This design comes from an exercise in tuning for small area and few clock cycles per item on the open sky130 flow, not from production work. The RTL was checked by simulation tests, not by an equivalence proof against the original design. Power and IR drop assume default switching activity.

==> inputs of run K <==
==> flow/design.v (excerpt) <==
module lh_sensor_decoder (
    input  wire               clk,
    input  wire               rst,
    input  wire               in_valid,
    output wire               in_ready,
    input  wire               in_fall_valid,
    input  wire [31:0]        in_fall_ts,
    input  wire               in_rise_valid,
    input  wire [31:0]        in_rise_ts,
    output reg                out_valid,
    output wire [2:0]         out_kind,
    output wire [31:0]        out_length,
    output wire [31:0]        out_duty,
    output wire [1:0]         out_slot,
    output wire signed [17:0] out_angle,
    output wire               out_skip,
    output wire               out_rotor,
    output wire               out_data,
    output wire               out_bit_fwd,
    output wire               ob_we,
    output wire [6:0]         ob_addr,
    output wire [15:0]        ob_wdata,
    output wire               frame_done,
    output wire [8:0]         frame_length,
    output wire               frame_padding
);
clock: 16.0 ns
lec_check: 0
cap_margin: 20
core_margin: 2
core_utilization: 60
cts_buf_list: sky130_fd_sc_hd__clkbuf_8
slew_margin: 20
standard.sh (not shown) runs the stock make flow with config.mk's settings and CLKGATE_MAP_FILE= SYNTH_SCRIPT=/design/flow/synth_recipe.tcl, a recipe that flattens the netlist after the stock synthesis.
==> flow/flow/run.sh <==
#!/bin/bash
# The standard layout with three changes:
# - ABC maps with flow/abc_speed.script, which runs one area-recovering &nf
#   pass instead of the standard script's repeated delay-oriented passes;
#   the rest of synthesis (synth_recipe.tcl and ORFS's synth.tcl) is unchanged.
# - after synthesis, flow/fa_polarity.py re-chooses which full adders work on
#   complemented signals (a full adder is self-dual) so that fewer inverters
#   are needed; registers and everything else are left as synthesis made them.
# - the port buffers inserted before global placement are the smallest
#   buffer, sky130_fd_sc_hd__buf_1; repair_design and repair_timing still
#   resize them where timing or slew needs it.
# Each tool's output goes to a log file here.
set -euo pipefail
rm -rf scripts_abc
cp -r "$FLOW_HOME/scripts" scripts_abc
cp flow/abc_speed.script scripts_abc/abc_speed.script
ARGS=("SCRIPTS_DIR=$PWD/scripts_abc" 'BUFFER_PORTS_ARGS=-buffer_cell sky130_fd_sc_hd__buf_1')
bash standard.sh "${ARGS[@]}" synth > synth.log 2>&1
R=orfs/results/sky130hd/lh_sensor_decoder/base
cp "$R/1_2_yosys.v" "$R/1_2_yosys.before_polarity.v"
python3 flow/fa_polarity.py "$R/1_2_yosys.before_polarity.v" "$R/1_2_yosys.v" > polarity.log 2>&1
rm -f "$R/1_synth.odb" "$R/1_synth.sdc"
bash standard.sh "${ARGS[@]}" finish > standard.log 2>&1
==> flow/flow/abc_speed.script <==
strash
&get -n
&st
&syn2
&dch
&nf -R 1000
&put
topo
stime -c
upsize -c
dnsize -c
Other scripts of this flow, unchanged in this note and not shown: flow/flow/fa_polarity.py
==> run R: changes against run K <==
--- a/flow/design.v
+++ b/flow/design.v
@@ -299,12 +299,13 @@
 endmodule
 module lh_ootx_decoder (
     input  wire        clk,
     input  wire        rst,
     input  wire        bit_valid,
     input  wire        bit_in,
+    input  wire        bit_one,     
     output wire        wr_en,
     output wire [6:0]  wr_addr,
     output wire [15:0] wr_data,
     output wire        done,
     output wire [8:0]  length,
     output wire        padding
@@ -317,13 +318,13 @@
     reg        pad;
     wire        word_end = acc[16];
     wire [15:0] word     = acc[15:0];
     wire        too_long = (word[15:8] != 8'd0) || (word[7:2] == 6'h3f && word[1:0] != 2'd0);
     wire [7:0]  half_n   = {1'b0, word[7:1]} + 8'd2 + {7'd0, word[0]};
     wire [7:0]  count_n  = {1'b0, count} + 8'd1;
-    assign wr_en   = bit_valid && in_frame && in_data && word_end && bit_in;
+    assign wr_en   = bit_one && in_frame && in_data && word_end;
     assign wr_addr = count;
     assign wr_data = word;
     assign done    = wr_en && (count_n == half_len);
     assign length  = {half_len, 1'b0};
     assign padding = pad;
     always @(posedge clk) begin
@@ -377,13 +378,14 @@
     output wire [31:0] duty,
     output wire [18:0] delta,
     output wire [1:0]  slot,
     output wire        skip,
     output wire        rotor,
     output wire        data,
-    output wire        bit_fwd
+    output wire        bit_fwd,
+    output wire        bit_one         
 );
     localparam [2:0] K_NONE = 3'd0, K_SWEEP_VALID = 3'd1, K_SWEEP_INVALID = 3'd2,
                      K_GUARD = 3'd3, K_SYNC = 3'd4, K_UNMATCHED = 3'd5;
     reg [31:0] zero_time_n;  
     reg        axis;
     reg        lh_bit;
@@ -420,13 +422,18 @@
         if (!step)           kind = K_NONE;
         else if (is_sweep)   kind = sweep_ok ? K_SWEEP_VALID : K_SWEEP_INVALID;
         else if (is_guard)   kind = K_GUARD;
         else if (match)      kind = K_SYNC;
         else                 kind = K_UNMATCHED;
     end
-    assign bit_fwd = sync && !skip && got_skip;
+    wire in_k03 = (length >= 32'd2800 && length <= 32'd3200) || (length >= 32'd3300 && length <= 32'd3700) ||
+                  (length >= 32'd3800 && length <= 32'd4200) || (length >= 32'd4300 && length <= 32'd4700);
+    wire in_k23 = (length >= 32'd3800 && length <= 32'd4200) || (length >= 32'd4300 && length <= 32'd4700);
+    wire fwd_ok = step && !is_guard && got_skip;
+    assign bit_fwd = fwd_ok && in_k03;
+    assign bit_one = fwd_ok && in_k23;
     always @(posedge clk) begin
         if (rst) begin
             got_sweep    <= 1'b0;
             got_skip     <= 1'b0;
             got_not_skip <= 1'b0;
         end else begin
@@ -496,12 +503,13 @@
         end
         duty      <= duty_n;
         rise_v    <= in_rise_valid;
     end
     wire [31:0] duty_n;
     lh_add_cs #(32, 22) u_duty (.a(in_rise_ts), .b(~last_rise), .cin(1'b1), .s(duty_n), .cout());
+    wire bit_one;
     wire step = out_valid && rise_v;      
     wire [2:0]  kind;
     wire        sync_nskip, sync_skip, sweep_or_guard, is_sweep;
     wire [18:0] delta;
     lh_pulse_classifier u_cls (
         .clk            (clk),
@@ -515,23 +523,25 @@
         .duty           (out_duty),
         .delta          (delta),
         .slot           (out_slot),
         .skip           (out_skip),
         .rotor          (out_rotor),
         .data           (out_data),
-        .bit_fwd        (out_bit_fwd)
+        .bit_fwd        (out_bit_fwd),
+        .bit_one        (bit_one)
     );
     assign out_kind = kind;
     lh_angle u_angle (
         .delta (delta),
         .angle (out_angle)
     );
     lh_ootx_decoder u_ootx (
         .clk       (clk),
         .rst       (rst),
         .bit_valid (out_bit_fwd),
+        .bit_one   (bit_one),
         .bit_in    (out_data),
         .wr_en     (ob_we),
         .wr_addr   (ob_addr),
         .wr_data   (ob_wdata),
         .done      (frame_done),
         .length    (frame_length),
--- a/flow/flow/run.sh
+++ b/flow/flow/run.sh
@@ -1,10 +1,10 @@
 #!/bin/bash
 # The standard layout with three changes:
-# - ABC maps with flow/abc_speed.script, which runs one area-recovering &nf
-#   pass instead of the standard script's repeated delay-oriented passes;
+# - ABC maps with flow/abc_speed.script, which runs two area-recovering &nf
+#   passes (-R 1000) instead of the standard script's delay-oriented ones;
 #   the rest of synthesis (synth_recipe.tcl and ORFS's synth.tcl) is unchanged.
 # - after synthesis, flow/fa_polarity.py re-chooses which full adders work on
 #   complemented signals (a full adder is self-dual) so that fewer inverters
 #   are needed; registers and everything else are left as synthesis made them.
 # - the port buffers inserted before global placement are the smallest
 #   buffer, sky130_fd_sc_hd__buf_1; repair_design and repair_timing still
==> flow/flow/abc_speed.script (replaced) <==
strash
&get -n
&st
&dch
&nf -R 1000
&st
&syn2
&dch
&nf -R 1000
&put
buffer -c
topo
stime -c
upsize -c
dnsize -c
==> run E: changes against run K <==
--- a/flow/design.v
+++ b/flow/design.v
@@ -299,12 +299,13 @@
 endmodule
 module lh_ootx_decoder (
     input  wire        clk,
     input  wire        rst,
     input  wire        bit_valid,
     input  wire        bit_in,
+    input  wire        bit_one,     
     output wire        wr_en,
     output wire [6:0]  wr_addr,
     output wire [15:0] wr_data,
     output wire        done,
     output wire [8:0]  length,
     output wire        padding
@@ -317,13 +318,13 @@
     reg        pad;
     wire        word_end = acc[16];
     wire [15:0] word     = acc[15:0];
     wire        too_long = (word[15:8] != 8'd0) || (word[7:2] == 6'h3f && word[1:0] != 2'd0);
     wire [7:0]  half_n   = {1'b0, word[7:1]} + 8'd2 + {7'd0, word[0]};
     wire [7:0]  count_n  = {1'b0, count} + 8'd1;
-    assign wr_en   = bit_valid && in_frame && in_data && word_end && bit_in;
+    assign wr_en   = bit_one && in_frame && in_data && word_end;
     assign wr_addr = count;
     assign wr_data = word;
     assign done    = wr_en && (count_n == half_len);
     assign length  = {half_len, 1'b0};
     assign padding = pad;
     always @(posedge clk) begin
@@ -377,13 +378,14 @@
     output wire [31:0] duty,
     output wire [18:0] delta,
     output wire [1:0]  slot,
     output wire        skip,
     output wire        rotor,
     output wire        data,
-    output wire        bit_fwd
+    output wire        bit_fwd,
+    output wire        bit_one         
 );
     localparam [2:0] K_NONE = 3'd0, K_SWEEP_VALID = 3'd1, K_SWEEP_INVALID = 3'd2,
                      K_GUARD = 3'd3, K_SYNC = 3'd4, K_UNMATCHED = 3'd5;
     reg [31:0] zero_time_n;  
     reg        axis;
     reg        lh_bit;
@@ -420,13 +422,18 @@
         if (!step)           kind = K_NONE;
         else if (is_sweep)   kind = sweep_ok ? K_SWEEP_VALID : K_SWEEP_INVALID;
         else if (is_guard)   kind = K_GUARD;
         else if (match)      kind = K_SYNC;
         else                 kind = K_UNMATCHED;
     end
-    assign bit_fwd = sync && !skip && got_skip;
+    wire in_k03 = (length >= 32'd2800 && length <= 32'd3200) || (length >= 32'd3300 && length <= 32'd3700) ||
+                  (length >= 32'd3800 && length <= 32'd4200) || (length >= 32'd4300 && length <= 32'd4700);
+    wire in_k23 = (length >= 32'd3800 && length <= 32'd4200) || (length >= 32'd4300 && length <= 32'd4700);
+    wire fwd_ok = step && !is_guard && got_skip;
+    assign bit_fwd = fwd_ok && in_k03;
+    assign bit_one = fwd_ok && in_k23;
     always @(posedge clk) begin
         if (rst) begin
             got_sweep    <= 1'b0;
             got_skip     <= 1'b0;
             got_not_skip <= 1'b0;
         end else begin
@@ -496,12 +503,13 @@
         end
         duty      <= duty_n;
         rise_v    <= in_rise_valid;
     end
     wire [31:0] duty_n;
     lh_add_cs #(32, 22) u_duty (.a(in_rise_ts), .b(~last_rise), .cin(1'b1), .s(duty_n), .cout());
+    wire bit_one;
     wire step = out_valid && rise_v;      
     wire [2:0]  kind;
     wire        sync_nskip, sync_skip, sweep_or_guard, is_sweep;
     wire [18:0] delta;
     lh_pulse_classifier u_cls (
         .clk            (clk),
@@ -515,23 +523,25 @@
         .duty           (out_duty),
         .delta          (delta),
         .slot           (out_slot),
         .skip           (out_skip),
         .rotor          (out_rotor),
         .data           (out_data),
-        .bit_fwd        (out_bit_fwd)
+        .bit_fwd        (out_bit_fwd),
+        .bit_one        (bit_one)
     );
     assign out_kind = kind;
     lh_angle u_angle (
         .delta (delta),
         .angle (out_angle)
     );
     lh_ootx_decoder u_ootx (
         .clk       (clk),
         .rst       (rst),
         .bit_valid (out_bit_fwd),
+        .bit_one   (bit_one),
         .bit_in    (out_data),
         .wr_en     (ob_we),
         .wr_addr   (ob_addr),
         .wr_data   (ob_wdata),
         .done      (frame_done),
         .length    (frame_length),
--- a/flow/flow/run.sh
+++ b/flow/flow/run.sh
@@ -1,10 +1,10 @@
 #!/bin/bash
 # The standard layout with three changes:
-# - ABC maps with flow/abc_speed.script, which runs one area-recovering &nf
-#   pass instead of the standard script's repeated delay-oriented passes;
+# - ABC maps with flow/abc_speed.script, which runs two area-recovering &nf
+#   passes (-R 1000) instead of the standard script's delay-oriented ones;
 #   the rest of synthesis (synth_recipe.tcl and ORFS's synth.tcl) is unchanged.
 # - after synthesis, flow/fa_polarity.py re-chooses which full adders work on
 #   complemented signals (a full adder is self-dual) so that fewer inverters
 #   are needed; registers and everything else are left as synthesis made them.
 # - the port buffers inserted before global placement are the smallest
 #   buffer, sky130_fd_sc_hd__buf_1; repair_design and repair_timing still
==> flow/flow/abc_speed.script (replaced) <==
strash
&get -n
&st
&dch
&nf -R 1000
&st
&syn2
&dch
&nf -R 1000
&put
buffer -c
topo
stime -c
upsize -c
dnsize -c
CORE_UTILIZATION = 75   (was 60)
==> summary of the runs <==
- Against run E, the fmax of run R is larger by about 1%.
- Die area: run K > run R > run E.
- Worst setup slack, highest first: run K, run R, run E.
- Against run K, the count of clock-buffer cells in the layout of run R is higher by 1.
- Cell area: run E < run R < run K.
- Register-to-register slack is about the same in run K and run E.
- Combinational power is about the same in run R and run K.
- Against run R, the global-route usage of run E is higher by 11 points.
- The highest sequential share of layout area belongs to run E, the lowest to run K.
- The lowest via count belongs to run R, the highest to run E.
- Sequential cell count is the same in run E and run K.
Testbench counts of run K, summed over its fixed seeds: cycles 80,008, polls 80,000.
Testbench counts of run R, summed over its fixed seeds: cycles 80,008, polls 80,000.
Testbench counts of run E, summed over its fixed seeds: cycles 80,008, polls 80,000.

## static timing again, ports no longer ideal
The results above use ideal ports. As a check the final layouts listed here were re-extracted and re-timed, cells and wires unchanged. Step 1 assumes that a clkbuf_16 drives the clock port and a buf_2 every other input. Step 2 moves the port delays by t, midway between the first and last clock arrival at a register: inputs arrive t later, outputs are due t later. That takes back most of the time a late clock gives input paths. a / b / c = ideal ports / drivers / drivers and shift; a / b = the first two.
| run | shift t [ns] | setup slack, ns | worst hold slack (ns) | latest minus earliest clock arrival (ns) | slew at the worst register clock pin (ns) |
|---|---|---|---|---|---|
| run K | 0.500 | 0.839 / 0.796 / 1.296 | 0.514 / 0.514 / 0.514 | 0.027 / 0.026 | 0.12 / 0.12 |
| run R | 0.491 | 0.750 / 0.708 / 1.200 | 0.516 / 0.516 / 0.516 | 0.027 / 0.027 | 0.11 / 0.11 |
| run E | 0.511 | 0.591 / 0.548 / 1.059 | 0.518 / 0.518 / 0.518 | 0.020 / 0.020 | 0.11 / 0.11 |
After both steps every run listed still meets setup and hold.
